Background: an optimization exercise with open tools, aiming at small area. Do not read the settings as production practice. Where RTL was checked, it was by simulation tests only, not by an equivalence proof against the original. No functional check of the RTL was part of run 3. Power is estimated from default activity; no workload was simulated.

==> design.v <==
module sfte (
    input  wire        clk,
    input  wire        rst,
    input  wire        reg_wr,
    input  wire [7:0]  reg_addr,
    input  wire [31:0] reg_wdata,
    output reg  [31:0] reg_rdata,
    output wire        host_irq,
    output reg         host_en,
    output reg         host_we,
    output reg  [31:0] host_addr,
    output reg  [7:0]  host_wdata,
    input  wire [7:0]  host_rdata,
    output reg         shm_en,
    output reg         shm_we,
    output reg         shm_wide,
    output reg  [14:0] shm_addr,
    output reg  [31:0] shm_wdata,
    input  wire [31:0] shm_rdata,
    input  wire        peer_notify,
    input  wire [15:0] peer_code,
    input  wire        peer_read_out,
    output wire [15:0] mbx_out,
    output wire        peer_irq
);
    localparam [15:0] CODE_DL_READY       = 16'h0A01;
    localparam [15:0] CODE_FRAME_ACK      = 16'h0A02;
    localparam [15:0] CODE_BOOTING        = 16'h0A03;
    localparam [15:0] CODE_UL_READY       = 16'h0B01;
    localparam [15:0] CODE_UL_FRAME_READY = 16'h0B02;
    localparam [7:0] OP_MAP_BOOT = 8'h01, OP_MAP_DL = 8'h02, OP_SET_MAGIC = 8'h03,
                     OP_PREPARE = 8'h10, OP_LOAD_BIN = 8'h11, OP_LOAD_NV = 8'h12,
                     OP_XMIT = 8'h13, OP_UL_STEP1 = 8'h20, OP_UL_STEP2 = 8'h21,
                     OP_BOOT_START = 8'h30, OP_CP_START = 8'h31, OP_CRASH_LOG = 8'h40;
    localparam [2:0] R_OK = 3'd1, R_TIMEOUT = 3'd2, R_MISMATCH = 3'd3,
                     R_NOMEM = 3'd4, R_INVALID = 3'd5;
    localparam [2:0] DL_IDLE = 3'd0, DL_AWAIT = 3'd1, DL_PEER_READY = 3'd2,
                     DL_TRANSFERRING = 3'd3, DL_COMPLETE = 3'd4, DL_TIMEOUT = 3'd5;
    localparam [2:0] UL_IDLE = 3'd0, UL_HANDSHAKE = 3'd1, UL_FRAME_LOOP = 3'd2,
                     UL_DONE = 3'd3, UL_TIMEOUT = 3'd4;
    localparam [2:0] BT_NONE = 3'd0, BT_WAIT = 3'd1, BT_BOOTED = 3'd2,
                     BT_INIT_END_SENT = 3'd3, BT_TIMEOUT = 3'd4;
    localparam [5:0] A_CMD = 6'h00, A_STATUS = 6'h01, A_RESULT = 6'h02, A_CTRL = 6'h03,
                     A_IRQ_STATUS = 6'h04, A_IRQ_ENABLE = 6'h05, A_XFER_SRC = 6'h06,
                     A_XFER_TOTAL = 6'h07, A_XFER_FRAME_CAP = 6'h08, A_XFER_COUNT = 6'h09,
                     A_UL_DST = 6'h0A, A_UL_DST_LEN = 6'h0B, A_CRASH_DST = 6'h0C,
                     A_MAP_BUF = 6'h0D, A_MAP_SIZE = 6'h0E, A_MAP_TAG = 6'h0F,
                     A_MAP_COUNT = 6'h10, A_MAP_INFO = 6'h11, A_PROG_TOTAL = 6'h12,
                     A_PROG_REMAIN = 6'h13, A_PROG_SENT = 6'h14, A_CUR_SRC = 6'h15,
                     A_CUR_FRAME = 6'h16, A_CUR_TAG = 6'h17, A_CUR_COUNT = 6'h18,
                     A_UL_LAST_SIZE = 6'h19, A_UL_LAST_TAG = 6'h1A, A_UL_LAST_COUNT = 6'h1B,
                     A_MBX_IN_VIEW = 6'h1C, A_MBX_OUT_VIEW = 6'h1D, A_LAST_UNRECOG = 6'h1E,
                     A_POLL_LEFT = 6'h1F, A_CAPS = 6'h20;
    localparam [4:0] P_IDLE       = 5'd0,
                     P_DECODE     = 5'd1,
                     P_PREP_WAIT  = 5'd2,
                     P_LOAD_WAIT  = 5'd3,
                     P_U1_POLL    = 5'd4,
                     P_U1_LAST    = 5'd5,
                     P_U2_POLL    = 5'd6,
                     P_BOOT_WAIT  = 5'd7,
                     P_MAGIC      = 5'd8,
                     P_LOAD_FRAME = 5'd9,
                     P_LOAD_FTW   = 5'd10,
                     P_X_COPY     = 5'd11,
                     P_X_SIZE     = 5'd12,
                     P_X_SEND     = 5'd13,
                     P_U1_SEND    = 5'd14,
                     P_U2_RSIZE   = 5'd15,
                     P_U2_RTAG    = 5'd16,
                     P_U2_RCOUNT  = 5'd17,
                     P_U2_CHECK   = 5'd18,
                     P_U2_COPY    = 5'd19,
                     P_U2_SEND    = 5'd20,
                     P_BOOT_SEND  = 5'd21,
                     P_CP_SEND    = 5'd22,
                     P_CR_COPY    = 5'd23;
    localparam [2:0] FT_IDLE = 3'd0, FT_COPY = 3'd1, FT_SIZE = 3'd2, FT_TAG = 3'd3,
                     FT_COUNT = 3'd4, FT_SEND = 3'd5;
    localparam [2:0] MB_NONE = 3'd0, MB_FRAME_SENT = 3'd1, MB_XMIT_SENT = 3'd2,
                     MB_START_EXEC = 3'd3, MB_INIT_END = 3'd4, MB_UL_BEGIN = 3'd5,
                     MB_UL_FRAME_ACK = 3'd6;
    reg        busy;
    reg [7:0]  cur_op;
    reg        cmd_dir, cmd_ok;
    reg [4:0]  phase;
    reg [12:0] idx;         
    reg [31:0] hptr;        
    reg [12:0] lim;         
    reg [31:0] xfer_src, xfer_total, xfer_frame_cap, xfer_count, ul_dst, ul_dst_len, crash_dst;
    reg [2:0]  result_code;
    reg [7:0]  result_op;
    reg        notify_en;
    reg [3:0]  irq_status, irq_enable;
    reg        map_dir, map_sel;
    reg [20:0] prog_total, prog_remain;
    wire [20:0] prog_sent;
    reg [31:0] cur_src;
    reg [12:0] cur_frame;
    reg [1:0]  cur_tag;
    reg [31:0] cur_count;
    reg [31:0] ul_last_size, ul_last_tag, ul_last_count;
    reg [15:0] mbx_in;
    reg        pend;
    reg [2:0]  mbx_c;
    reg        peer_irq_r;
    reg [15:0] unrecog_code;
    reg        unrecog_valid;
    reg [9:0]  poll_left;
    reg        cont_pending, copy_started, boot_complete;
    reg [2:0]  dl_state, ul_state, boot_state;
    reg [2:0]  ft_state;
    wire mb_nz = |mbx_c;
    assign mbx_out  = {4'd0, mb_nz, mb_nz, 1'b0, mbx_c[2] & (mbx_c[1] | mbx_c[0]),
                       5'd0, mbx_c[2] & ~mbx_c[1] & ~mbx_c[0], mbx_c[1], mbx_c[0]};
    assign peer_irq = peer_irq_r;
    assign host_irq = |(irq_status & irq_enable);
    function [32:0] radd;        
        input [31:0] a, b;
        input        ci;
        integer i;
        reg c;
        begin
            c = ci;
            for (i = 0; i < 32; i = i + 1) begin
                radd[i] = a[i] ^ b[i] ^ c;
                c = (a[i] & b[i]) | (c & (a[i] ^ b[i]));
            end
            radd[32] = c;
        end
    endfunction
    function [31:0] rinc;        
        input [31:0] a;
        integer i;
        reg c;
        begin
            c = 1'b1;
            for (i = 0; i < 32; i = i + 1) begin
                rinc[i] = a[i] ^ c;
                c = c & a[i];
            end
        end
    endfunction
    function [31:0] rdec;        
        input [31:0] a;
        integer i;
        reg b;
        begin
            b = 1'b1;
            for (i = 0; i < 32; i = i + 1) begin
                rdec[i] = a[i] ^ b;
                b = b & ~a[i];
            end
        end
    endfunction
    function rlt;                
        input [31:0] a, b;
        integer i;
        reg lt;
        begin
            lt = 1'b0;
            for (i = 0; i < 32; i = i + 1)
                lt = (~a[i] & b[i]) | (~(a[i] ^ b[i]) & lt);
            rlt = lt;
        end
    endfunction
    wire       reg_wr_ok = reg_wr && (reg_addr[1:0] == 2'b00);
    wire [5:0] wr_word   = reg_addr[7:2];
    wire       host_cmd_wr  = reg_wr_ok && (wr_word == A_CMD);
    wire       host_ctrl_wr = reg_wr_ok && (wr_word == A_CTRL);
    wire       accept       = host_cmd_wr && !busy;
    wire       overrun      = (host_cmd_wr || host_ctrl_wr) && busy;
    reg w_assigned;
    always @(*) begin
        case (reg_wdata[7:0])
            OP_MAP_BOOT, OP_MAP_DL, OP_SET_MAGIC, OP_PREPARE, OP_LOAD_BIN, OP_LOAD_NV,
            OP_XMIT, OP_UL_STEP1, OP_UL_STEP2, OP_BOOT_START, OP_CP_START,
            OP_CRASH_LOG: w_assigned = 1'b1;
            default:      w_assigned = 1'b0;
        endcase
    end
    wire w_ok = (reg_wdata[31:9] == 23'd0) && w_assigned &&
                (!reg_wdata[8] || reg_wdata[7:0] == OP_MAP_BOOT);
    wire [7:0] opc   = cur_op;
    wire       is_nv = opc[1];       
    wire [32:0] src_lo    = radd({16'd0, xfer_src[15:0]}, {16'd0, xfer_total[15:0]}, 1'b0);
    reg         src_lo_c, src_lo_nz;
    always @(posedge clk) begin
        src_lo_c  <= src_lo[16];
        src_lo_nz <= (src_lo[15:0] != 16'd0);
    end
    wire [32:0] src_hi    = radd({16'd0, xfer_src[31:16]}, {16'd0, xfer_total[31:16]}, src_lo_c);
    wire        src_oob   = src_hi[16] && (src_lo_nz || (src_hi[15:0] != 16'd0));
    wire        tot_zero  = (xfer_total == 32'd0);
    wire        tot_big   = (xfer_total[31:13] != 19'd0) || (xfer_total[12] && xfer_total[11:0] != 12'd0);
    wire        tot_nomem = (xfer_total[31:21] != 11'd0) || (xfer_total[20] && xfer_total[19:0] != 20'd0);
    wire        load_state_ok = (dl_state == DL_PEER_READY) || (dl_state == DL_COMPLETE);
    wire        cap_bad   = (xfer_frame_cap == 32'd0) || (xfer_frame_cap[31:13] != 19'd0) ||
                            (xfer_frame_cap[12] && xfer_frame_cap[11:0] != 12'd0);
    wire        cap_lt_tot = (xfer_total[31:13] != 19'd0) || rlt({19'd0, xfer_frame_cap[12:0]}, {19'd0, xfer_total[12:0]});
    wire [12:0] first_frame = cap_lt_tot ? xfer_frame_cap[12:0] : xfer_total[12:0];
    wire        crash_oob = (&crash_dst[31:8]) && (crash_dst[7:0] != 8'd0);
    wire [12:0] len_sat   = (ul_dst_len[31:12] != 20'd0) ? 13'h1000 : {1'b0, ul_dst_len[11:0]};
    wire        size_big  = (ul_last_size[31:13] != 19'd0) ||
                            (ul_last_size[12] && ul_last_size[11:0] != 12'd0);
    wire [32:0] ul_low    = radd({19'd0, hptr[12:0]}, {19'd0, ul_last_size[12:0]}, 1'b0);
    wire        ul_ovf    = (&hptr[31:13]) && ul_low[13] && (ul_low[12:0] != 13'd0);
    wire        ul_bad    = size_big || rlt({19'd0, lim}, {19'd0, ul_last_size[12:0]}) || ul_ovf;
    wire [31:0] poll_dec32 = rdec({22'd0, poll_left});
    wire [9:0]  poll_dec  = poll_dec32[9:0];
    wire        poll_end  = (poll_left == 10'd1);
    wire cmd_locked  = phase[4] | phase[3];
    wire ft_idle     = (ft_state == FT_IDLE);
    wire dl_xfer     = (dl_state == DL_TRANSFERRING);
    wire cont_start  = cont_pending && ft_idle && !cmd_locked;
    wire cont_active = cont_start && dl_xfer;
    wire [32:0] sent33   = radd({11'd0, prog_total}, ~{11'd0, prog_remain}, 1'b1);
    assign      prog_sent = sent33[20:0];
    wire [32:0] c_rem33  = radd({11'd0, prog_remain}, ~{19'd0, cur_frame}, 1'b1);
    wire [20:0] c_remain = c_rem33[20:0];
    wire        c_done   = (prog_remain == {8'd0, cur_frame});
    wire        c_short  = rlt({11'd0, prog_remain}, {18'd0, cur_frame, 1'b0});
    wire wait_step = ft_idle && !(cont_pending && dl_xfer);
    wire notif_take = notify_en && pend;
    wire in_hi_0a   = (mbx_in[15:8] == 8'h0A);
    wire in_dl_rdy  = in_hi_0a && mbx_in[7:0] == 8'h01;
    wire in_ack     = in_hi_0a && mbx_in[7:0] == 8'h02;
    wire in_boot    = in_hi_0a && mbx_in[7:0] == 8'h03;
    wire in_ul_rdy  = (mbx_in == CODE_UL_READY);
    wire in_ul_frm  = (mbx_in == CODE_UL_FRAME_READY);
    wire [14:0] map_buf   = {map_dir, map_sel, 13'h0100};
    wire [14:0] map_size  = {map_dir, map_sel, 8'h00, ~map_sel, 4'h0};
    wire [14:0] map_tag   = {map_dir, map_sel, 8'h00, ~map_sel, 4'h4};
    wire [14:0] map_count = {map_dir, map_sel, 8'h00, ~map_sel, 4'h8};
    wire [31:0] status_v = {(busy ? cur_op : 8'd0), 5'd0, boot_state, 1'b0, ul_state,
                            1'b0, dl_state, 3'd0, boot_complete, 1'b0, copy_started,
                            cont_pending, busy};
    always @(*) begin
        reg_rdata = 32'd0;
        if (reg_addr[1:0] == 2'b00) begin
            case (reg_addr[7:2])
                A_STATUS:        reg_rdata = status_v;
                A_RESULT:        reg_rdata = {16'd0, result_op, 5'd0, result_code};
                A_CTRL:          reg_rdata = {31'd0, notify_en};
                A_IRQ_STATUS:    reg_rdata = {28'd0, irq_status};
                A_IRQ_ENABLE:    reg_rdata = {28'd0, irq_enable};
                A_XFER_SRC:      reg_rdata = xfer_src;
                A_XFER_TOTAL:    reg_rdata = xfer_total;
                A_XFER_FRAME_CAP:reg_rdata = xfer_frame_cap;
                A_XFER_COUNT:    reg_rdata = xfer_count;
                A_UL_DST:        reg_rdata = ul_dst;
                A_UL_DST_LEN:    reg_rdata = ul_dst_len;
                A_CRASH_DST:     reg_rdata = crash_dst;
                A_MAP_BUF:       reg_rdata = {17'd0, map_buf};
                A_MAP_SIZE:      reg_rdata = {17'd0, map_size};
                A_MAP_TAG:       reg_rdata = {17'd0, map_tag};
                A_MAP_COUNT:     reg_rdata = {17'd0, map_count};
                A_MAP_INFO:      reg_rdata = {30'd0, map_sel, map_dir};
                A_PROG_TOTAL:    reg_rdata = {11'd0, prog_total};
                A_PROG_REMAIN:   reg_rdata = {11'd0, prog_remain};
                A_PROG_SENT:     reg_rdata = {11'd0, prog_sent};
                A_CUR_SRC:       reg_rdata = cur_src;
                A_CUR_FRAME:     reg_rdata = {19'd0, cur_frame};
                A_CUR_TAG:       reg_rdata = {30'd0, cur_tag};
                A_CUR_COUNT:     reg_rdata = cur_count;
                A_UL_LAST_SIZE:  reg_rdata = ul_last_size;
                A_UL_LAST_TAG:   reg_rdata = ul_last_tag;
                A_UL_LAST_COUNT: reg_rdata = ul_last_count;
                A_MBX_IN_VIEW:   reg_rdata = {15'd0, pend, mbx_in};
                A_MBX_OUT_VIEW:  reg_rdata = {15'd0, peer_irq_r, mbx_out};
                A_LAST_UNRECOG:  reg_rdata = {15'd0, unrecog_valid, unrecog_code};
                A_POLL_LEFT:     reg_rdata = {22'd0, poll_left};
                A_CAPS:          reg_rdata = 32'h0000_001F;
                default:         reg_rdata = 32'd0;
            endcase
        end
    end
    wire ft_copy  = (ft_state == FT_COPY);
    wire x_copy   = (phase == P_X_COPY);
    wire u2_copy  = (phase == P_U2_COPY);
    wire cr_copy  = (phase == P_CR_COPY);
    wire copying  = ft_copy || x_copy || u2_copy || cr_copy;
    wire [31:0] idx_inc32 = rinc({19'd0, idx});
    wire [12:0] idx_inc  = idx_inc32[12:0];
    wire [31:0] hptr_inc = rinc(hptr);
    wire [31:0] cnt_inc  = rinc(cur_count);
    wire [31:0] boff32   = rinc({27'd0, idx[12:8]});
    wire [12:0] copy_len = ft_copy ? cur_frame : lim;
    wire        copy_last = (idx_inc == copy_len);
    wire [12:0] buf_off  = {boff32[4:0], idx[7:0]};
    always @(*) begin
        host_en    = ft_copy || x_copy || u2_copy || cr_copy;
        host_we    = u2_copy || cr_copy;
        host_addr  = hptr;
        host_wdata = shm_rdata[7:0];
        shm_en     = 1'b0;
        shm_we     = 1'b1;
        shm_wide   = 1'b1;
        shm_addr   = map_buf;
        shm_wdata  = {24'd0, host_rdata};
        case (ft_state)
            FT_COPY: begin
                shm_en = 1'b1; shm_wide = 1'b0;
                shm_addr = {map_dir, map_sel, buf_off};
            end
            FT_SIZE: begin
                shm_en = 1'b1; shm_addr = map_size; shm_wdata = {19'd0, cur_frame};
            end
            FT_TAG: begin
                shm_en = 1'b1; shm_addr = map_tag; shm_wdata = {30'd0, cur_tag};
            end
            FT_COUNT: begin
                shm_en = 1'b1; shm_addr = map_count; shm_wdata = cur_count;
            end
            default: ;
        endcase
        case (phase)
            P_MAGIC: begin
                shm_en = 1'b1; shm_addr = 15'd0; shm_wdata = 32'hAAAA_5555;
            end
            P_X_COPY: begin
                shm_en = 1'b1; shm_wide = 1'b0;
                shm_addr = {map_dir, map_sel, buf_off};
            end
            P_X_SIZE: begin
                shm_en = 1'b1; shm_addr = map_size; shm_wdata = {19'd0, lim};
            end
            P_U2_RSIZE: begin
                shm_en = 1'b1; shm_we = 1'b0; shm_addr = map_size;
            end
            P_U2_RTAG: begin
                shm_en = 1'b1; shm_we = 1'b0; shm_addr = map_tag;
            end
            P_U2_RCOUNT: begin
                shm_en = 1'b1; shm_we = 1'b0; shm_addr = map_count;
            end
            P_U2_COPY: begin
                shm_en = 1'b1; shm_we = 1'b0; shm_wide = 1'b0;
                shm_addr = {map_dir, map_sel, buf_off};
            end
            P_CR_COPY: begin
                shm_en = 1'b1; shm_we = 1'b0; shm_wide = 1'b0;
                shm_addr = {2'b11, 5'd0, idx[7:0]};
            end
            default: ;
        endcase
    end
    reg        send_en;
    reg [2:0]  send_code;
    always @(*) begin
        send_en   = 1'b1;
        send_code = MB_FRAME_SENT;
        case (phase)
            P_X_SEND:    send_code = MB_XMIT_SENT;
            P_U1_SEND:   send_code = MB_UL_BEGIN;
            P_U2_SEND:   send_code = MB_UL_FRAME_ACK;
            P_BOOT_SEND: send_code = MB_START_EXEC;
            P_CP_SEND:   send_code = MB_INIT_END;
            default:     send_en   = (ft_state == FT_SEND);
        endcase
    end
    wire [31:0] wd = rst ? 32'd0 : reg_wdata;
    wire        wr_any = rst | reg_wr_ok;
    always @(posedge clk) begin
        if (wr_any && (rst || wr_word == A_XFER_SRC))       xfer_src       <= wd;
        if (wr_any && (rst || wr_word == A_XFER_TOTAL))     xfer_total     <= wd;
        if (wr_any && (rst || wr_word == A_XFER_FRAME_CAP)) xfer_frame_cap <= wd;
        if (wr_any && (rst || wr_word == A_XFER_COUNT))     xfer_count     <= wd;
        if (wr_any && (rst || wr_word == A_UL_DST))         ul_dst         <= wd;
        if (wr_any && (rst || wr_word == A_UL_DST_LEN))     ul_dst_len     <= wd;
        if (wr_any && (rst || wr_word == A_CRASH_DST))      crash_dst      <= wd;
        if (wr_any && (rst || wr_word == A_IRQ_ENABLE))     irq_enable     <= wd[3:0];
    end
    wire [31:0] rd = rst ? 32'd0 : shm_rdata;
    always @(posedge clk) begin
        if (rst || phase == P_U2_RSIZE)  ul_last_size  <= rd;
        if (rst || phase == P_U2_RTAG)   ul_last_tag   <= rd;
        if (rst || phase == P_U2_RCOUNT) ul_last_count <= rd;
    end
    always @(posedge clk) begin
        idx <= copying ? idx_inc : 13'd0;
        if (copying)
            hptr <= hptr_inc;
        else if (phase == P_DECODE)
            hptr <= (opc == OP_UL_STEP2) ? ul_dst : (opc == OP_CRASH_LOG) ? crash_dst : xfer_src;
        if (phase == P_DECODE)
            lim <= (opc == OP_UL_STEP2) ? len_sat : (opc == OP_CRASH_LOG) ? 13'h0100 : xfer_total[12:0];
        else if (phase == P_U2_CHECK)
            lim <= ul_last_size[12:0];
        if (accept) begin
            cur_op  <= reg_wdata[7:0];
            cmd_dir <= reg_wdata[8];
            cmd_ok  <= w_ok;
        end
    end
    reg       fin_en;
    reg [2:0] fin_code;
    reg       ft_start_cmd;
    always @(posedge clk) begin
        fin_en       = 1'b0;
        fin_code     = 3'd0;
        ft_start_cmd = 1'b0;
        if (rst) begin
            busy          <= 1'b0;
            phase         <= P_IDLE;
            result_code   <= 3'd0;
            result_op     <= 8'd0;
            notify_en     <= 1'b1;
            irq_status    <= 4'd0;
            map_dir       <= 1'b0;
            map_sel       <= 1'b0;
            prog_total    <= 21'd0;
            prog_remain   <= 21'd0;
            cur_src       <= 32'd0;
            cur_frame     <= 13'd0;
            cur_tag       <= 2'd0;
            cur_count     <= 32'd0;
            mbx_in        <= 16'd0;
            pend          <= 1'b0;
            mbx_c         <= MB_NONE;
            peer_irq_r    <= 1'b0;
            unrecog_code  <= 16'd0;
            unrecog_valid <= 1'b0;
            poll_left     <= 10'd0;
            cont_pending  <= 1'b0;
            copy_started  <= 1'b0;
            boot_complete <= 1'b0;
            dl_state      <= DL_IDLE;
            ul_state      <= UL_IDLE;
            boot_state    <= BT_NONE;
            ft_state      <= FT_IDLE;
        end else begin
            if (host_ctrl_wr && !busy)
                notify_en <= reg_wdata[0];
            if (accept) begin
                busy  <= 1'b1;
                phase <= P_DECODE;
            end
            if (peer_read_out)
                peer_irq_r <= 1'b0;
            if (send_en) begin
                mbx_c      <= send_code;
                peer_irq_r <= 1'b1;
            end
            if (notif_take) begin
                pend <= 1'b0;
                if (in_dl_rdy)
                    copy_started <= 1'b1;
                else if (in_ack)
                    ;  
                else if (in_boot)
                    boot_complete <= 1'b1;
                else begin
                    unrecog_code  <= mbx_in;
                    unrecog_valid <= 1'b1;
                end
            end
            if (cont_start) begin
                cont_pending <= 1'b0;
                if (dl_xfer) begin
                    cur_src     <= hptr;
                    prog_remain <= c_remain;
                    if (c_short)
                        cur_frame <= c_remain[12:0];
                    cur_count <= cnt_inc;
                    if (c_done) begin
                        dl_state <= DL_COMPLETE;
                        cur_tag  <= 2'd0;
                    end else begin
                        ft_state <= FT_COPY;
                    end
                end
            end
            case (ft_state)
                FT_COPY:  if (copy_last) ft_state <= FT_SIZE;
                FT_SIZE:  ft_state <= FT_TAG;
                FT_TAG:   ft_state <= FT_COUNT;
                FT_COUNT: ft_state <= FT_SEND;
                FT_SEND:  ft_state <= FT_IDLE;
                default: ;
            endcase
            case (phase)
                P_DECODE: begin
                    if (!cmd_ok) begin
                        fin_en = 1'b1; fin_code = R_INVALID;
                    end else begin
                        case (opc)
                            OP_MAP_BOOT: begin
                                map_dir <= cmd_dir;
                                map_sel <= 1'b0;
                                fin_en = 1'b1; fin_code = R_OK;
                            end
                            OP_MAP_DL: begin
                                map_dir <= 1'b0;
                                map_sel <= 1'b1;
                                fin_en = 1'b1; fin_code = R_OK;
                            end
                            OP_SET_MAGIC: phase <= P_MAGIC;
                            OP_PREPARE: begin
                                dl_state     <= DL_AWAIT;
                                prog_total   <= 21'd0;
                                prog_remain  <= 21'd0;
                                cur_src      <= 32'd0;
                                cur_frame    <= 13'd0;
                                cur_tag      <= 2'd0;
                                cur_count    <= 32'd0;
                                cont_pending <= 1'b0;
                                poll_left    <= 10'd1000;
                                phase        <= P_PREP_WAIT;
                            end
                            OP_LOAD_BIN, OP_LOAD_NV: begin
                                if (!load_state_ok || tot_zero || cap_bad || src_oob) begin
                                    fin_en = 1'b1; fin_code = R_INVALID;
                                end else if (tot_nomem) begin
                                    fin_en = 1'b1; fin_code = R_NOMEM;
                                end else begin
                                    prog_total   <= xfer_total[20:0];
                                    prog_remain  <= xfer_total[20:0];
                                    cur_src      <= xfer_src;
                                    cur_frame    <= first_frame;
                                    cur_tag      <= is_nv ? 2'd2 : 2'd1;
                                    cur_count    <= is_nv ? 32'd1 : xfer_count;
                                    cont_pending <= 1'b0;
                                    dl_state     <= DL_TRANSFERRING;
                                    phase        <= P_LOAD_FRAME;
                                end
                            end
                            OP_XMIT: begin
                                if (tot_zero || tot_big || src_oob) begin
                                    fin_en = 1'b1; fin_code = R_INVALID;
                                end else begin
                                    phase <= P_X_COPY;
                                end
                            end
                            OP_UL_STEP1: begin
                                notify_en <= 1'b0;
                                ul_state  <= UL_HANDSHAKE;
                                poll_left <= 10'd200;
                                phase     <= P_U1_POLL;
                            end
                            OP_UL_STEP2: begin
                                if (ul_state != UL_FRAME_LOOP) begin
                                    fin_en = 1'b1; fin_code = R_INVALID;
                                end else begin
                                    notify_en <= 1'b0;
                                    poll_left <= 10'd200;
                                    phase     <= P_U2_POLL;
                                end
                            end
                            OP_BOOT_START: phase <= P_BOOT_SEND;
                            OP_CP_START:   phase <= P_CP_SEND;
                            OP_CRASH_LOG: begin
                                if (crash_oob) begin
                                    fin_en = 1'b1; fin_code = R_INVALID;
                                end else begin
                                    phase <= P_CR_COPY;
                                end
                            end
                            default: begin
                                fin_en = 1'b1; fin_code = R_INVALID;
                            end
                        endcase
                    end
                end
                P_MAGIC: begin
                    fin_en = 1'b1; fin_code = R_OK;
                end
                P_PREP_WAIT: begin
                    if (copy_started) begin
                        copy_started <= 1'b0;
                        dl_state     <= DL_PEER_READY;
                        fin_en = 1'b1; fin_code = R_OK;
                    end else begin
                        poll_left <= poll_dec;
                        if (poll_end) begin
                            dl_state <= DL_TIMEOUT;
                            fin_en = 1'b1; fin_code = R_TIMEOUT;
                        end
                    end
                end
                P_LOAD_FRAME: begin
                    ft_start_cmd = 1'b1;
                    phase <= P_LOAD_FTW;
                end
                P_LOAD_FTW: begin
                    if (ft_state == FT_SEND) begin
                        poll_left <= is_nv ? 10'd200 : 10'd1000;
                        phase     <= P_LOAD_WAIT;
                    end
                end
                P_LOAD_WAIT: begin
                    if (wait_step) begin
                        if (prog_remain == 21'd0) begin
                            fin_en = 1'b1; fin_code = R_OK;
                        end else begin
                            poll_left <= poll_dec;
                            if (poll_end) begin
                                dl_state     <= DL_TIMEOUT;
                                cur_tag      <= 2'd0;
                                cont_pending <= 1'b0;
                                fin_en = 1'b1; fin_code = R_TIMEOUT;
                            end
                        end
                    end
                end
                P_X_COPY: if (copy_last) phase <= P_X_SIZE;
                P_X_SIZE: phase <= P_X_SEND;
                P_X_SEND: begin
                    fin_en = 1'b1; fin_code = R_OK;
                end
                P_U1_POLL: begin
                    if (pend) begin
                        pend <= 1'b0;
                        if (in_ul_rdy) begin
                            phase <= P_U1_SEND;
                        end else begin
                            notify_en <= 1'b1;
                            ul_state  <= UL_TIMEOUT;
                            fin_en = 1'b1; fin_code = R_MISMATCH;
                        end
                    end else begin
                        poll_left <= poll_dec;
                        if (poll_end)
                            phase <= P_U1_LAST;
                    end
                end
                P_U1_LAST: begin
                    if (in_ul_rdy) begin
                        pend  <= 1'b0;
                        phase <= P_U1_SEND;
                    end else begin
                        notify_en <= 1'b1;
                        ul_state  <= UL_TIMEOUT;
                        fin_en = 1'b1; fin_code = R_TIMEOUT;
                    end
                end
                P_U1_SEND: begin
                    ul_state <= UL_FRAME_LOOP;
                    fin_en = 1'b1; fin_code = R_OK;
                end
                P_U2_POLL: begin
                    if (pend) begin
                        pend <= 1'b0;
                        if (in_ul_frm) begin
                            phase <= P_U2_RSIZE;
                        end else begin
                            notify_en <= 1'b1;
                            ul_state  <= UL_TIMEOUT;
                            fin_en = 1'b1; fin_code = R_MISMATCH;
                        end
                    end else begin
                        poll_left <= poll_dec;
                        if (poll_end) begin
                            notify_en <= 1'b1;
                            ul_state  <= UL_TIMEOUT;
                            fin_en = 1'b1; fin_code = R_TIMEOUT;
                        end
                    end
                end
                P_U2_RSIZE: begin
                    phase <= P_U2_RTAG;
                end
                P_U2_RTAG: begin
                    phase <= P_U2_RCOUNT;
                end
                P_U2_RCOUNT: begin
                    phase <= P_U2_CHECK;
                end
                P_U2_CHECK: begin
                    if (ul_bad) begin
                        notify_en <= 1'b1;
                        ul_state  <= UL_TIMEOUT;
                        fin_en = 1'b1; fin_code = R_INVALID;
                    end else begin
                        phase <= (ul_last_size[12:0] == 13'd0) ? P_U2_SEND : P_U2_COPY;
                    end
                end
                P_U2_COPY: if (copy_last) phase <= P_U2_SEND;
                P_U2_SEND: begin
                    if (ul_last_tag == 32'hFF) begin
                        notify_en <= 1'b1;
                        ul_state  <= UL_DONE;
                    end
                    fin_en = 1'b1; fin_code = R_OK;
                end
                P_BOOT_SEND: begin
                    boot_state <= BT_WAIT;
                    poll_left  <= 10'd200;
                    phase      <= P_BOOT_WAIT;
                end
                P_BOOT_WAIT: begin
                    if (boot_complete) begin
                        boot_complete <= 1'b0;
                        boot_state    <= BT_BOOTED;
                        fin_en = 1'b1; fin_code = R_OK;
                    end else begin
                        poll_left <= poll_dec;
                        if (poll_end) begin
                            boot_state <= BT_TIMEOUT;
                            fin_en = 1'b1; fin_code = R_TIMEOUT;
                        end
                    end
                end
                P_CP_SEND: begin
                    boot_state <= BT_INIT_END_SENT;
                    fin_en = 1'b1; fin_code = R_OK;
                end
                P_CR_COPY: begin
                    if (copy_last) begin
                        fin_en = 1'b1; fin_code = R_OK;
                    end
                end
                default: ;
            endcase
            if (ft_start_cmd)
                ft_state <= FT_COPY;
            if (fin_en) begin
                result_code <= fin_code;
                result_op   <= opc;
                busy        <= 1'b0;
                phase       <= P_IDLE;
            end
            if (notif_take && in_ack)
                cont_pending <= 1'b1;
            if (peer_notify) begin
                mbx_in <= peer_code;
                pend   <= 1'b1;
            end
            irq_status <= (reg_wr_ok && wr_word == A_IRQ_STATUS ? irq_status & ~reg_wdata[3:0] : irq_status)
                        | {overrun,
                           notif_take && !in_dl_rdy && !in_ack && !in_boot,
                           notif_take,
                           fin_en};
        end
    end
endmodule
==> flow/run.sh <==
#!/bin/bash
# Standard layout, with the port buffers made from the smallest buffer cell
# and the synthesis buffers removed at floorplan.
export BUFFER_PORTS_ARGS="-buffer_cell sky130_fd_sc_hd__buf_1"
export REMOVE_ABC_BUFFERS=1
bash standard.sh > standard.log 2>&1
==> standard.sh <==
#!/bin/bash
# synth_recipe.tcl (not shown) runs the flow's synth.tcl, then flattens the netlist and writes it again
# the make line also repeats each setting of config.mk as NAME=value (left out here)
make -C /OpenROAD-flow-scripts/flow DESIGN_CONFIG=/design/flow/config.mk WORK_HOME=/design/flow/orfs CLKGATE_MAP_FILE= SYNTH_SCRIPT=/design/flow/synth_recipe.tcl "${@:-finish}"
==> config.mk <==
export PLATFORM = sky130hd
export DESIGN_NAME = sfte
export DESIGN_NICKNAME = sfte
export VERILOG_FILES = /design/flow/design.v
export SDC_FILE = /design/flow/constraint.sdc
export NUM_CORES = 4
export LEC_CHECK = 0
export CAP_MARGIN = 20
export CORE_MARGIN = 2
export CORE_UTILIZATION = 30
export CTS_BUF_LIST = sky130_fd_sc_hd__clkbuf_16
export CTS_CLUSTER_DIAMETER = 80
export CTS_CLUSTER_SIZE = 30
export GPL_TIMING_DRIVEN = 0
export PLACE_DENSITY = 0.5
export SLEW_MARGIN = 20
==> constraint.sdc <==
create_clock -name core_clock -period 12.0 [get_ports {clk}]
set_input_delay 2.4000 -clock core_clock [delete_from_list [all_inputs] [get_ports {clk}]]
set_output_delay 2.4000 -clock core_clock [all_outputs]
set_load 0.01 [all_outputs]
==> results of run 1 <==
## synth_stat cells (22+ instances only)
| cell type | n | area, sq um |
|---|---|---|
| ha_1 | 143 | 1790 |
| dfxtp_1 | 223 | 4460 |
| mux2i_1 | 56 | 561 |
| a221oi_1 | 91 | 797 |
| edfxtp_1 | 379 | 11400 |
| a21oi_1 | 138 | 691 |
| nand2b_1 | 22 | 138 |
| o21ai_0 | 159 | 796 |
| nand4_1 | 50 | 313 |
| a22oi_1 | 196 | 1470 |
| inv_1 | 113 | 424 |
| fa_1 | 74 | 1480 |
| clkbuf_1 | 174 | 653 |
| and2_1 | 33 | 206 |
| nor4_1 | 61 | 382 |
| buf_4 | 23 | 173 |
| nor3_1 | 50 | 250 |
| a31oi_1 | 44 | 275 |
| nand2_1 | 478 | 1790 |
| nand3_1 | 95 | 475 |
| nor2_1 | 245 | 920 |
| a22o_1 | 71 | 622 |
| nor2b_1 | 82 | 513 |
| a21o_1 | 27 | 203 |
## state kept, by name, summed over array words and instances, names as in the netlist, 8 cells and up
name,cells
ul_last_tag,32
result_op,8
poll_left,10
cur_frame,13
ul_last_size,32
xfer_frame_cap,32
idx,13
ul_last_count,32
unrecog_code,16
cur_src,32
xfer_total,32
hptr,32
xfer_count,32
cur_op,8
xfer_src,32
prog_total,21
mbx_in,16
crash_dst,32
lim,13
ul_dst,32
cur_count,32
ul_dst_len,32
prog_remain,21
## worst min-delay path, stage by stage, from the launching register on
cell and delay [ns]:
dfxtp_1 0.33, inv_1 0.05, a21oi_1 0.05
## power groups by stage
stage                     sequential, mW  clock (mW)  combinational (mW)
after floorplan                     2.49           0               0.397
after global placement              2.63           0               0.682
after detailed placement            2.59           0               0.760
after CTS                           2.54        1.52               0.764
after global routing                2.56        1.59               0.836
final                               2.56        1.51               0.779
## layout by cell type, fill, tap and decap left out, types with 26 or more instances in the layout
master / Yosys / routed
nand4_1: 50 / 50
a31oi_1: 44 / 43
nor4_1: 61 / 56
a221oi_1: 91 / 91
mux2i_1: 56 / 56
o21ai_0: 159 / 155
a21oi_1: 138 / 137
nor2_1: 245 / 223
and2_1: 33 / 32
a21o_1: 27 / 26
nor2b_1: 82 / 81
fa_1: 74 / 64
a22oi_1: 196 / 196
nand2_1: 478 / 474
edfxtp_1: 379 / 379
buf_12: 0 / 27
nand3_1: 95 / 93
dfxtp_1: 223 / 216
inv_1: 113 / 114
clkbuf_16: 0 / 38
a22o_1: 71 / 71
buf_1: 20 / 230
ha_1: 143 / 143
nor3_1: 50 / 45
## how the worst min path moves through the flow
stage / end / cells past startpoint
global route: mbx_c[2]$_SDFFE_PP0P_ / 2
floorplan: unrecog_valid$_SDFFE_PP0P_ / 2
CTS: unrecog_valid$_SDFFE_PP0P_ / 2
detailed placement: unrecog_valid$_SDFFE_PP0P_ / 2
finish: unrecog_valid$_SDFFE_PP0P_ / 2
global placement: unrecog_valid$_SDFFE_PP0P_ / 2
## cell type report
cell class              count  area share, %
clock buffers              38           2.45
inverters                 115           1.14
well taps                1488           4.79
multi-input cells        2412           42.6
clock inverters            28          0.847
diodes                      3         0.0193
repair buffers            363           7.32
flip-flops and latches    602           40.8
## cells by family (layout without fill, tap and decap cells)
| family | Yosys count | count (layout) |
|---|---|---|
| other cells | 1 | 13 |
| flops | 602 | 602 |
| buf+inv | 357 | 544 |
| simple gates | 1202 | 1202 |
| mux | 60 | 60 |
| compound gates | 895 | 895 |
| xor+xnor | 28 | 28 |
| fa+ha+maj | 217 | 217 |
## stage by stage
stage | instances | cell area (sq um) | setup slack, ns | utilization [%]
final | 5049 | 38800 | 0.329 | 35.1
after global routing | 5046 | 38800 | 0.00925 | 35.1
after CTS | 5046 | 38800 | 0.0268 | 35.1
after detailed placement | 4980 | 37500 | 0.217 | 33.9
after global placement | 4849 | 35100 | -13.54 | 31.7
after floorplan | 3129 | 32400 | 1.25 | -
## repair_timing
item / in CTS / in global routing
resized for setup: 10 / 7
setup buffers: 0 / 0
pin swaps: 1 / 0
endpoints found under the setup margin: 3 / 2
## layer usage
layer  global-route usage (%)  vias to the layer above  wire length (um)
met3                     6.12                      408             17900
met2                     46.2                     2142             77000
met1                     38.5                    15278             66800
met5                        0                        -               101
met4                     14.8                       14              9890
li1                         -                    12853                 -
==> flow_summary.toml, run 1 <==
[status]
outcome = "complete, no violations"

[layout]
syn2layout_area_growth_pct = 16.1
n_fill_cell = 11311
nNetsFinal = 3848
seq_area_sq_um = 15900
drive_gt1_share_pct = 8.71
multiInputGateArea_sq_um = 16600

[pwr]
sw_frac_of_total_pct = 32.8
internal_power_mw = 3.26
combPwrFrac_pct = 16.1
seqPwrFrac_pct = 52.7
switchingPower_mw = 1.59
p_clk_share_pct = 31.2
p_leak_nw = 13.8
powerDensity_nw_per_um2 = 125
ir_drop_v = 0.0000789
power_mw = 4.85

[setup_path]
startpoint = "prog_remain[0]$_SDFF_PP0_"
crit_path_top_delay_cell = "fa_1"
r2r_cells = 26
cp-endpoint = "reg_rdata[20]"
cp_top_family = "adder cells"
cp_common_cell = "fa_2"
rr_endpoint = "prog_remain[19]$_SDFF_PP0_"
worst-path-stages = 29
max_stage_delay_ns = 0.41
start_kind = "register"
worst_ep_arrival_time_ns = 9.27
cp_max_fo = 5
critical_path_class = "register to output pin"
cp_num_buf_inv = 3
rrSetupSlack_ns = 1.72
timing.rr.start = "xfer_total[16]$_DFFE_PP_"
cp-end-kind = "output pin"
critPathRequiredTime_ns = 9.60

[synth]
synth_edf_count = 379
ys_seq_area_share_pct = 47.4
syn_area_sq_um = 33500
ys_ff_latch = 602
synthArstFlopShare_pct = 0
synthCells = 3362
yosys.area_share.adder_pct = 9.78
synth_warnings = 1
synth_compound_area_share_pct = 18.9
synth-simple-area-share_pct = 16.9
synth_cell_types = 88
synthMuxAreaShare_pct = 1.81
synth_xor_area_share_pct = 0.733
synth.avg_cell_area_sq_um = 9.95
synth_top_family_by_area = "compound AO/OA/AOI/OAI gates"
ys.flop_type = "edfxtp_1"

[placed_design]
dp_hpwl_mm = 133
gp_congestion = 0.946
port_buffers = 232

[sta]
hold_viol_final = 0
fin_crit_sh_pct = 97.3
final.hold.worst_slack_ns = 0.480
grt_setup_unrepaired = "false"
achievable-frequency_mhz = 85.7
skew_ns = 0.0466
setup_violations = 0
tightest_slew_ns = 1.18
min_period_ns = 11.67
slew_headroom_pct = 21.4
fin_setup_tns_ns = 0
slew_viol_final = 0

[clocking]
cts-htree-levels = 2
clk_pin_slew_ns = 0.11
clock_path_buffers = 3
insertion_delay_ns = 0.65
cts_tree = "yes"
clock_tree.root_cell = "clkbuf_16"
clock_sinks = 602
hold_buffers = 0
numCtsBuffers = 36

[grt]
first_global_vias = 28674
grt_pass1_wl_mm = 235
antenna_found_initial = 10
grt_max_degree = 73
grt-ovfl-total = 0
grtUsageTotal_pct = 29.5

[floorplanning]
io_pins = 243
die_width_um = 338
floorplan.initialDensity_pct = 30.2
dieArea_sq_um = 114000
row_count = 122
coreArea_sq_um = 111000
die_y_um = 338

[drt]
wl_per_cell_um = 34.0
vias = 30695
avgViaCountPerCell = 6.08
drtPass1Iterations = 8
drtIter0Drc = 4632
wirelength_mm = 172
ant_nets = 0
drc = 0

[worst_hold_path]
hold_class = "register to register"
hold_start = "unrecog_valid$_SDFFE_PP0P_"

[run]
max_cap_viol_count = 0
==> run 2, diff against run 1 <==
==> flow/run.sh (replaced) <==
#!/bin/bash
# Standard layout, with the port buffers made from the smallest buffer cell.
export BUFFER_PORTS_ARGS="-buffer_cell sky130_fd_sc_hd__buf_1"
bash standard.sh > standard.log 2>&1
--- a/config.mk
+++ b/config.mk
@@ -12,5 +12,4 @@
 export CTS_CLUSTER_DIAMETER = 80
 export CTS_CLUSTER_SIZE = 30
-export GPL_TIMING_DRIVEN = 0
 export PLACE_DENSITY = 0.5
 export SLEW_MARGIN = 20
==> flow_summary.toml, run 2 <==
[pwr]
combPwrFrac_pct = 15.2
p_clk_share_pct = 33.2
switchingPower_mw = 1.63
ir_drop_v = 0.0000944
power_mw = 4.92
seqPwrFrac_pct = 51.6
internal_power_mw = 3.30
sw_frac_of_total_pct = 33.0
powerDensity_nw_per_um2 = 131
p_leak_nw = 13.3

[drt]
drc = 0
avgViaCountPerCell = 6.04
wl_per_cell_um = 34.3
wirelength_mm = 172
drtPass1Iterations = 9
drtIter0Drc = 4532
vias = 30276
ant_nets = 0

[clocking]
clock_path_buffers = 3
clock_sinks = 602
insertion_delay_ns = 0.67
postCtsSetupRepairBufs = 0
hold_buffers = 0
clock_tree.root_cell = "clkbuf_16"
numCtsBuffers = 40
clk_pin_slew_ns = 0.10
cts-htree-levels = 2
cts_tree = "yes"

[placed_design]
dp_hpwl_mm = 127
port_buffers = 232
gp_congestion = 1.02

[sta]
fin_crit_sh_pct = 98.5
slew_headroom_pct = 15.3
final.hold.worst_slack_ns = 0.475
slew_viol_final = 0
setup_violations = 0
min_period_ns = 11.82
fin_setup_tns_ns = 0
hold_viol_final = 0
tightest_slew_ns = 1.27
skew_ns = 0.0707
achievable-frequency_mhz = 84.6

[synth]
synthCells = 3362
ys.flop_type = "edfxtp_1"
syn_area_sq_um = 33500
synth_top_cell_by_area = "edfxtp_1"
synth.top_cell.area_share_pct = 34.0
synthArstFlopShare_pct = 0
synth_edf_count = 379
synth_warnings = 1
synth.avg_cell_area_sq_um = 9.95
ys_seq_area_share_pct = 47.4
yosysMostFrequentCell = "nand2_1"
ys_ff_latch = 602
synth_common_cells = "nand2_1, edfxtp_1, nor2_1"
ys_top_cells_by_area = "edfxtp_1, dfxtp_1, nand2_1"
synth_cell_types = 88

[status]
outcome = "complete, no violations"

[layout]
drive_gt1_share_pct = 6.82
nNetsFinal = 3804
syn2layout_area_growth_pct = 12.3
layout_common_cells = "nand2_1, edfxtp_1, buf_1"
final_common_cell = "nand2_1"

[run]
max_cap_viol_count = 0

[floorplanning]
floorplan.initialDensity_pct = 30.2
die_width_um = 338
coreArea_sq_um = 111000
io_pins = 243
dieArea_sq_um = 114000
row_count = 122
die_y_um = 338

[setup_path]
worst_ep_arrival_time_ns = 9.42
cp-endpoint = "reg_rdata[19]"
rrSetupSlack_ns = 1.89
start_kind = "register"
cp-end-kind = "output pin"
cp_max_fo = 3
rr_endpoint = "cur_src[3]$_SDFF_PP0_"
critPathRequiredTime_ns = 9.60
timing.rr.start = "xfer_total[16]$_DFFE_PP_"
r2r_cells = 28
startpoint = "prog_total[0]$_SDFFE_PP0P_"
critical_path_class = "register to output pin"

[grt]
grtUsageTotal_pct = 29.4
first_global_vias = 28318
grt-ovfl-total = 0
antenna_found_initial = 7
grt_pass1_wl_mm = 234
grt_max_degree = 72

[worst_hold_path]
hold_class = "register to register"
==> run 2: kinds of logic (layout without fill, tap and decap cells) <==
| logic type | Yosys count | count (layout) | synth area share [%] |
|---|---|---|---|
| flip-flops | 602 | 602 | 47.4 |
| XOR/XNOR | 28 | 28 | 0.733 |
| AND/OR/NAND/NOR | 1202 | 1202 | 16.9 |
| multiplexers | 60 | 60 | 1.81 |
| AO/OA/AOI/OAI | 895 | 895 | 18.9 |
| other | 1 | 13 | 0.0112 |
| adder cells (fa/ha/maj) | 217 | 217 | 9.78 |
| buffers and inverters | 357 | 504 | 4.56 |
==> run 2: final cells by class <==
type / count / area, sq um
diodes: 3 / 7.51
clock buffers: 43 / 1080
clock inverters: 31 / 399
fillers: 11383 / 73100
inverters: 115 / 437
multi-input cells: 2412 / 16400
flip-flops and latches: 602 / 15800
well taps: 1488 / 1860
repair buffers: 315 / 1510
==> run 2: layer usage <==
layer	GRT usage [%]	up-vias	routed length (um)
li1	-	12769	-
met1	38.3	14968	67100
met2	45.5	2097	75600
met3	5.44	434	16900
met4	17.4	8	12300
met5	0	-	45
==> run 2: how the worst min path moves through the flow <==
| stage | startpoint | to | depth (start not counted) |
|---|---|---|---|
| 2_1_floorplan | unrecog_valid$_SDFFE_PP0P_ | unrecog_valid$_SDFFE_PP0P_ | 2 |
| 3_3_place_gp | unrecog_valid$_SDFFE_PP0P_ | unrecog_valid$_SDFFE_PP0P_ | 2 |
| 3_5_place_dp | unrecog_valid$_SDFFE_PP0P_ | unrecog_valid$_SDFFE_PP0P_ | 2 |
| 4_1_cts | unrecog_valid$_SDFFE_PP0P_ | unrecog_valid$_SDFFE_PP0P_ | 2 |
| 5_1_grt | unrecog_valid$_SDFFE_PP0P_ | unrecog_valid$_SDFFE_PP0P_ | 2 |
| 6_report | unrecog_valid$_SDFFE_PP0P_ | unrecog_valid$_SDFFE_PP0P_ | 2 |
==> run 2: per-stage QoR <==
| stage | utilization (%) | cell area, sq um | worst slack, ns | instances |
|---|---|---|---|---|
| CTS | 33.9 | 37500 | 0.0453 | 5006 |
| global route | 33.9 | 37600 | -0.0138 | 5006 |
| detailed placement | 32.6 | 36100 | 0.507 | 4932 |
| finish | 33.9 | 37600 | 0.175 | 5009 |
| floorplan | - | 33500 | 1.31 | 3371 |
| global placement | 32.6 | 36000 | 0.544 | 4931 |
==> run 2: critical path: stages, from the launching register on <==
cell and delay [ns]:
dfxtp_1 0.33, inv_1 0.06, ha_1 0.13, inv_1 0.05, fa_1 0.40, fa_2 0.38
fa_1 0.39, fa_1 0.39, fa_1 0.42, fa_1 0.40, fa_1 0.40, fa_1 0.39
fa_1 0.41, fa_1 0.39, fa_1 0.40, fa_2 0.36, fa_1 0.40, fa_1 0.40
fa_1 0.40, fa_2 0.38, fa_1 0.39, fa_1 0.38, inv_1 0.08, fa_1 0.40
o21ai_1 0.17, a221oi_1 0.08, a31oi_1 0.27, buf_2 0.19
==> run 2: power groups by stage <==
stage | Combinational, mW | Sequential (mW) | Clock [mW]
2_1_floorplan | 0.456 | 2.47 | 0
3_3_place_gp | 0.726 | 2.58 | 0
3_5_place_dp | 0.729 | 2.58 | 0
4_1_cts | 0.733 | 2.53 | 1.65
5_1_grt | 0.807 | 2.54 | 1.71
6_report | 0.749 | 2.54 | 1.63
==> run 2: repair_timing <==
action / in CTS / in global routing
cloned: 0 / 0
setup endpoints to repair: 2 / 2
pin swaps: 1 / 0
gates resized for setup: 5 / 5
==> run 3, diff against run 2 <==
--- a/design.v
+++ b/design.v
@@ -382,6 +382,7 @@
         if (copying)
             hptr <= hptr_inc;
-        else if (phase == P_DECODE)
-            hptr <= (opc == OP_UL_STEP2) ? ul_dst : (opc == OP_CRASH_LOG) ? crash_dst : xfer_src;
+        else if (accept)
+            hptr <= (reg_wdata[7:0] == OP_UL_STEP2) ? ul_dst :
+                    (reg_wdata[7:0] == OP_CRASH_LOG) ? crash_dst : xfer_src;
         if (phase == P_DECODE)
             lim <= (opc == OP_UL_STEP2) ? len_sat : (opc == OP_CRASH_LOG) ? 13'h0100 : xfer_total[12:0];
@@ -517,5 +518,5 @@
                                     prog_total   <= xfer_total[20:0];
                                     prog_remain  <= xfer_total[20:0];
-                                    cur_src      <= xfer_src;
+                                    cur_src      <= hptr;
                                     cur_frame    <= first_frame;
                                     cur_tag      <= is_nv ? 2'd2 : 2'd1;
--- a/config.mk
+++ b/config.mk
@@ -6,5 +6,5 @@
 export NUM_CORES = 4
 export LEC_CHECK = 0
-export CAP_MARGIN = 20
+export CAP_MARGIN = 0
 export CORE_MARGIN = 2
 export CORE_UTILIZATION = 30
@@ -13,3 +13,3 @@
 export CTS_CLUSTER_SIZE = 30
 export PLACE_DENSITY = 0.5
-export SLEW_MARGIN = 20
+export SLEW_MARGIN = 0
==> flow_summary.toml, run 3 <==
[setup_path]
cp_common_cell = "fa_1"
cp-end-kind = "output pin"
critPathRequiredTime_ns = 9.60
start_kind = "register"
cp_num_buf_inv = 4
worst_ep_arrival_time_ns = 9.32
max_stage_delay_ns = 0.41
critical_path_class = "register to output pin"
cp_top_family = "adder cells"
crit_path_top_delay_cell = "fa_1"
cp_max_fo = 3

[pwr]
sw_frac_of_total_pct = 29.2
p_clk_share_pct = 36.2
combPwrFrac_pct = 8.1
ir_drop_v = 0.0000983
seqPwrFrac_pct = 55.7
internal_power_mw = 3.10
switchingPower_mw = 1.28
p_leak_nw = 13.0
powerDensity_nw_per_um2 = 119

[synth]
synth.top_cell.area_share_pct = 34.5
syn_area_sq_um = 33000
synth_cell_types = 90
synthArstFlopShare_pct = 0
ys_top_cells_by_area = "edfxtp_1, dfxtp_1, ha_1"
synth_top_cell_by_area = "edfxtp_1"
ys.flop_type = "edfxtp_1"
synth_warnings = 1
synthCells = 3168
ys_ff_latch = 602
synth_common_cells = "edfxtp_1, nand2_1, dfxtp_1, nor2_1, clkbuf_1"
synth_edf_count = 379
ys_seq_area_share_pct = 48.1
yosysMostFrequentCell = "edfxtp_1"
synth.avg_cell_area_sq_um = 10.4

[floorplanning]
coreArea_sq_um = 109000
io_pins = 243
die_width_um = 335
die_y_um = 335
floorplan.initialDensity_pct = 30.3
row_count = 121
dieArea_sq_um = 113000

[layout]
multiInputGateArea_sq_um = 15800
stdcell_area_sq_um = 36900
final_common_cell = "edfxtp_1"
layout_common_cells = "edfxtp_1, nand2_1, buf_1"
drive_gt1_share_pct = 6.91
final_cells = 4759
syn2layout_area_growth_pct = 11.9
nNetsFinal = 3629
n_fill_cell = 11078
seq_area_sq_um = 15800

[sta]
skew_ns = 0.0389
tightest_slew_ns = 1.44
min_period_ns = 11.72
fin_crit_sh_pct = 97.7
slew_viol_final = 0
slew_headroom_pct = 3.80
setup_violations = 0
hold_viol_final = 0
fin_setup_tns_ns = 0
grt_setup_unrepaired = "false"
achievable-frequency_mhz = 85.3

[drt]
avgViaCountPerCell = 6.15
wirelength_mm = 165
ant_nets = 0
drtPass1Iterations = 6
drtIter0Drc = 4299
vias = 29259
drc = 0
wl_per_cell_um = 34.8

[placed_design]
place_area_sq_um = 35400
gp_congestion = 1.00
dp_hpwl_mm = 122
placed_cells = 4684
port_buffers = 232

[clocking]
cts-htree-levels = 2
numCtsBuffers = 38
postCtsSetupRepairBufs = 0
cts_tree = "yes"
clk_pin_slew_ns = 0.12
insertion_delay_ns = 0.64
clock_path_buffers = 3
clock_sinks = 602
hold_buffers = 0
clock_tree.root_cell = "clkbuf_16"

[status]
outcome = "complete, no violations"

[grt]
grt-ovfl-total = 0
first_global_vias = 27542
grt_pass1_wl_mm = 226
antenna_found_initial = 10
grt_max_degree = 119
grtUsageTotal_pct = 28.6

[worst_hold_path]
hold_class = "register to register"

[run]
max_cap_viol_count = 0
-- run 3: repair_timing --
| action | 4_1_cts | 5_1_grt |
|---|---|---|
| gates resized for setup | 5 | 6 |
| pin swaps | 1 | 1 |
| cloned | 0 | 0 |
| endpoints found under the setup margin | 2 | 2 |
-- run 3: through the flow --
step / setup WS, ns / utilization (%) / total power, mW / hold slack (ns)
floorplan: 1.35 / - / 2.59 / 0.425
global placement: 0.548 / 32.6 / 2.82 / 0.451
detailed placement: 0.557 / 32.6 / 2.82 / 0.459
CTS: 0.00696 / 33.8 / 4.37 / 0.479
global route: 0.0535 / 33.9 / 4.47 / 0.499
finish: 0.275 / 33.9 / 4.38 / 0.484
-- run 3: layout make-up --
type,instances,share of cell area (%)
inverter,138,1.40
antenna,4,0.0271
clock buffer,41,2.78
multi-input combinational,2216,42.9
clock inverter,29,0.998
timing repair buffer,315,4.10
sequential,602,43.0
tap,1414,4.80
-- run 3: routing by layer --
layer | vias up | part of all wire, % | wire (um) | track usage, %
li1 | 12196 | - | - | -
met1 | 14759 | 40 | 66600 | 39.1
met2 | 1975 | 43 | 71400 | 42.9
met3 | 323 | 12 | 19600 | 7.34
met4 | 6 | 4.7 | 7770 | 11.9
met5 | - | 0.021 | 35 | 0
-- run 3: logic make-up (layout without fill, tap and decap cells) --
logic type | Yosys count | in the layout | synth area share [%]
and+or+nand+nor | 1007 | 1007 | 14.8
AOI/OAI and AO/OA | 839 | 839 | 18.4
DFF | 602 | 602 | 48.1
buffers and inverters | 359 | 523 | 4.57
adders and majority gates | 217 | 217 | 9.92
muxes | 116 | 116 | 3.53
xor gates and xnor gates | 27 | 27 | 0.717
other | 1 | 14 | 0.0114
-- run 3: worst min-delay path: stages (launching register included) --
cell and delay [ns]:
dfxtp_1 0.35, inv_1 0.05, a21oi_1 0.05
-- run 3: final timing paths --
check,cells after the start,slack (ns),endpoint,start
worst min register to register,2,0.48,unrecog_valid$_SDFFE_PP0P_,unrecog_valid$_SDFFE_PP0P_
worst max register to register,28,1.90,cur_count[28]$_SDFF_PP0_,xfer_total[16]$_DFFE_PP_
worst min-delay path,2,0.48,unrecog_valid$_SDFFE_PP0P_,unrecog_valid$_SDFFE_PP0P_
worst max-delay path,27,0.28,reg_rdata[19],prog_total[0]$_SDFFE_PP0P_
-- run 3: power by group through the flow --
stage               sequential, mW  combinational [mW]  clock [mW]
floorplan                     2.40               0.189           0
global placement              2.48               0.342           0
detailed placement            2.47               0.345           0
CTS                           2.43               0.347        1.60
global route                  2.44               0.376        1.66
finish                        2.44               0.354        1.58
==> run 4, diff against run 3 <==
--- a/design.v
+++ b/design.v
@@ -184,4 +184,9 @@
     wire [7:0] opc   = cur_op;
     wire       is_nv = opc[1];       
+    wire [4:0] opk   = {opc[6:4], opc[1:0]};
+    function [4:0] K;
+        input [7:0] op;
+        K = {op[6:4], op[1:0]};
+    endfunction
     wire [32:0] src_lo    = radd({16'd0, xfer_src[15:0]}, {16'd0, xfer_total[15:0]}, 1'b0);
     reg         src_lo_c, src_lo_nz;
@@ -383,8 +388,7 @@
             hptr <= hptr_inc;
         else if (accept)
-            hptr <= (reg_wdata[7:0] == OP_UL_STEP2) ? ul_dst :
-                    (reg_wdata[7:0] == OP_CRASH_LOG) ? crash_dst : xfer_src;
+            hptr <= reg_wdata[6] ? crash_dst : reg_wdata[5] ? ul_dst : xfer_src;
         if (phase == P_DECODE)
-            lim <= (opc == OP_UL_STEP2) ? len_sat : (opc == OP_CRASH_LOG) ? 13'h0100 : xfer_total[12:0];
+            lim <= opc[6] ? 13'h0100 : opc[5] ? len_sat : xfer_total[12:0];
         else if (phase == P_U2_CHECK)
             lim <= ul_last_size[12:0];
@@ -486,17 +490,17 @@
                         fin_en = 1'b1; fin_code = R_INVALID;
                     end else begin
-                        case (opc)
-                            OP_MAP_BOOT: begin
+                        case (opk)     
+                            K(OP_MAP_BOOT): begin
                                 map_dir <= cmd_dir;
                                 map_sel <= 1'b0;
                                 fin_en = 1'b1; fin_code = R_OK;
                             end
-                            OP_MAP_DL: begin
+                            K(OP_MAP_DL): begin
                                 map_dir <= 1'b0;
                                 map_sel <= 1'b1;
                                 fin_en = 1'b1; fin_code = R_OK;
                             end
-                            OP_SET_MAGIC: phase <= P_MAGIC;
-                            OP_PREPARE: begin
+                            K(OP_SET_MAGIC): phase <= P_MAGIC;
+                            K(OP_PREPARE): begin
                                 dl_state     <= DL_AWAIT;
                                 prog_total   <= 21'd0;
@@ -510,5 +514,5 @@
                                 phase        <= P_PREP_WAIT;
                             end
-                            OP_LOAD_BIN, OP_LOAD_NV: begin
+                            K(OP_LOAD_BIN), K(OP_LOAD_NV): begin
                                 if (!load_state_ok || tot_zero || cap_bad || src_oob) begin
                                     fin_en = 1'b1; fin_code = R_INVALID;
@@ -527,5 +531,5 @@
                                 end
                             end
-                            OP_XMIT: begin
+                            K(OP_XMIT): begin
                                 if (tot_zero || tot_big || src_oob) begin
                                     fin_en = 1'b1; fin_code = R_INVALID;
@@ -534,5 +538,5 @@
                                 end
                             end
-                            OP_UL_STEP1: begin
+                            K(OP_UL_STEP1): begin
                                 notify_en <= 1'b0;
                                 ul_state  <= UL_HANDSHAKE;
@@ -540,5 +544,5 @@
                                 phase     <= P_U1_POLL;
                             end
-                            OP_UL_STEP2: begin
+                            K(OP_UL_STEP2): begin
                                 if (ul_state != UL_FRAME_LOOP) begin
                                     fin_en = 1'b1; fin_code = R_INVALID;
@@ -549,7 +553,7 @@
                                 end
                             end
-                            OP_BOOT_START: phase <= P_BOOT_SEND;
-                            OP_CP_START:   phase <= P_CP_SEND;
-                            OP_CRASH_LOG: begin
+                            K(OP_BOOT_START): phase <= P_BOOT_SEND;
+                            K(OP_CP_START):   phase <= P_CP_SEND;
+                            K(OP_CRASH_LOG): begin
                                 if (crash_oob) begin
                                     fin_en = 1'b1; fin_code = R_INVALID;
--- a/config.mk
+++ b/config.mk
@@ -10,6 +10,6 @@
 export CORE_UTILIZATION = 30
 export CTS_BUF_LIST = sky130_fd_sc_hd__clkbuf_16
-export CTS_CLUSTER_DIAMETER = 80
-export CTS_CLUSTER_SIZE = 30
+export CTS_CLUSTER_DIAMETER = 150
+export CTS_CLUSTER_SIZE = 24
 export PLACE_DENSITY = 0.5
 export SLEW_MARGIN = 0
==> flow_summary.toml, run 4 <==
[clocking]
clock_path_buffers = 3
numCtsBuffers = 29
cts_tree = "yes"
clock_tree.root_cell = "clkbuf_16"
cts-htree-levels = 1
clock_sinks = 602
insertion_delay_ns = 0.68
clk_pin_slew_ns = 0.12
hold_buffers = 0

[synth]
syn_area_sq_um = 32500
synth.top_cell.area_share_pct = 35.0
ys_top_cells_by_area = "edfxtp_1, dfxtp_1, ha_1"
synthCells = 3065
synth_cell_types = 87
ys_ff_latch = 602
synth_top_cell_by_area = "edfxtp_1"
ys_seq_area_share_pct = 48.7
synthArstFlopShare_pct = 0
synth_edf_count = 379
synth.avg_cell_area_sq_um = 10.6
ys.flop_type = "edfxtp_1"
synth_warnings = 1
yosysMostFrequentCell = "edfxtp_1"
synth_common_cells = "edfxtp_1, nand2_1, nor2_1"

[drt]
vias = 28864
drtIter0Drc = 5164
drc = 0
wirelength_mm = 164
avgViaCountPerCell = 6.24
wl_per_cell_um = 35.3
ant_nets = 0
drtPass1Iterations = 6

[sta]
slew_viol_final = 0
final.hold.worst_slack_ns = 0.456
slew_headroom_pct = 11.0
tightest_slew_ns = 1.32
hold_viol_final = 0
fin_ws_ns = 0.261
setup_violations = 0
min_period_ns = 11.74
skew_ns = 0.0515
fin_crit_sh_pct = 97.8
fin_setup_tns_ns = 0
grt_setup_unrepaired = "false"
achievable-frequency_mhz = 85.2

[setup_path]
critPathRequiredTime_ns = 9.60
worst_ep_arrival_time_ns = 9.34
cp-end-kind = "output pin"
cp_max_fo = 2
crit_path_top_delay_cell = "fa_1"
start_kind = "register"
cp_common_cell = "fa_1"
max_stage_delay_ns = 0.43
critical_path_class = "register to output pin"

[floorplanning]
die_y_um = 333
io_pins = 243
die_width_um = 333
coreArea_sq_um = 107000
floorplan.initialDensity_pct = 30.3
dieArea_sq_um = 111000
row_count = 120

[layout]
final_cells = 4629
layout_common_cells = "edfxtp_1, nand2_1, buf_1"
syn2layout_area_growth_pct = 10.9
final_common_cell = "edfxtp_1"
nNetsFinal = 3520
stdcell_area_sq_um = 36000
drive_gt1_share_pct = 5.96

[pwr]
p_leak_nw = 12.7
sw_frac_of_total_pct = 29.9
switchingPower_mw = 1.25
combPwrFrac_pct = 12.5
p_clk_share_pct = 28.2
internal_power_mw = 2.94
seqPwrFrac_pct = 59.2
powerDensity_nw_per_um2 = 116
ir_drop_v = 0.000126

[run]
max_cap_viol_count = 0

[placed_design]
dp_hpwl_mm = 120
gp_congestion = 1.00
placed_cells = 4574
pre_cts_ws_ns = 0.449
port_buffers = 232
place_area_sq_um = 35200

[grt]
grt_max_degree = 107
grtUsageTotal_pct = 28.4
first_global_vias = 26535
grt-ovfl-total = 0
grt_pass1_wl_mm = 222
antenna_found_initial = 13

[status]
outcome = "complete, no violations"

[worst_hold_path]
hold_class = "register to register"
-- run 4: cell type report --
cell class              instances  area [sq um]
diodes                          2          5.00
clock buffers                  29           726
clock inverters                24           116
fillers                     11000         71200
inverters                     126           473
multi-input cells            2133         15600
flip-flops and latches        602         15800
well taps                    1403          1760
repair buffers                310          1480
-- run 4: final timing paths --
kind | startpoint | end | slack (ns) | cells after the start
setup / recovery | prog_total[0]$_SDFFE_PP0P_ | reg_rdata[19] | 0.26 | 27
hold / removal | unrecog_valid$_SDFFE_PP0P_ | unrecog_valid$_SDFFE_PP0P_ | 0.46 | 2
setup reg to reg | xfer_total[16]$_DFFE_PP_ | cur_src[20]$_SDFF_PP0_ | 1.59 | 27
hold reg to reg | unrecog_valid$_SDFFE_PP0P_ | unrecog_valid$_SDFFE_PP0P_ | 0.46 | 2
-- run 4: critical path: cells and delay by family, from the launching register on --
family / cells / cell delay [ns]
fa+ha+maj: 20 / 7.39
compound gates: 3 / 0.52
buf+inv: 4 / 0.40
flops: 1 / 0.34
-- run 4: power by group through the flow --
stage               clock [mW]  combinational [mW]  sequential [mW]
CTS                       1.19               0.515             2.47
detailed placement           0               0.513             2.52
global placement             0               0.510             2.52
finish                    1.18               0.525             2.48
global route              1.25               0.562             2.48
floorplan                    0               0.307             2.43
-- run 4: layer usage --
metal | vias to the layer above | routed length [um] | global-route usage, %
met5 | - | 83 | 0
li1 | 11852 | - | -
met4 | 12 | 9270 | 13.3
met2 | 2118 | 69600 | 42.3
met3 | 429 | 19100 | 6.29
met1 | 14453 | 65600 | 38.9
-- run 4: per-stage QoR --
stage	total power, mW	util (%)
4_1_cts	4.17	33.6
3_3_place_gp	3.03	32.8
2_1_floorplan	2.74	-
5_1_grt	4.29	33.6
3_5_place_dp	3.03	32.8
6_report	4.19	33.6
-- run 4: repair_timing --
action                     in CTS  in global routing
pin swaps                       2                  1
setup endpoints to repair       2                  2
hold endpoints to repair        0                  0
buffers inserted                0                  0
resized for setup               8                  6
-- run 4: cells by family after synthesis --
kind of cell	count (synthesis)	share of synthesized area, %
muxes	151	4.66
other	1	0.0115
and+or+nand+nor	882	13.2
buffers and inverters	339	4.23
xor gates and xnor gates	25	0.674
adders and majority gates	217	10.1
DFF	602	48.7
AOI/OAI and AO/OA	848	18.5

## port drivers added, routing unchanged
The flow's constraints put no driver on any port. The routed layouts listed below were extracted and timed again, unchanged, in two steps. Step 1 (the two cells are an assumption about what drives the block):
set clk [get_ports {clk}]
set_driving_cell -lib_cell sky130_fd_sc_hd__clkbuf_16 $clk
set_driving_cell -lib_cell sky130_fd_sc_hd__buf_2 [delete_from_list [all_inputs] $clk]
Step 2 moves the port delays by t, midway between the first and last clock arrival at a register: inputs arrive t later, outputs are due t later. That takes back most of the time a late clock gives input paths. a / b / c = ideal / step 1 / step 2; a / b = the first two.
run | t (ns) | setup WS [ns] | worst slew at a driven data input, ns | pins driven straight from the clock port
run 1 | 0.698 | 0.329 / 0.257 / 0.954 | 0.17 | 1
run 2 | 0.704 | 0.175 / 0.104 / 0.808 | 0.10 | 1
run 3 | 0.693 | 0.275 / 0.205 / 0.898 | 0.14 | 1
run 4 | 0.723 | 0.261 / 0.194 / 0.917 | 0.11 | 1
After both steps setup and hold are still met in every run listed.
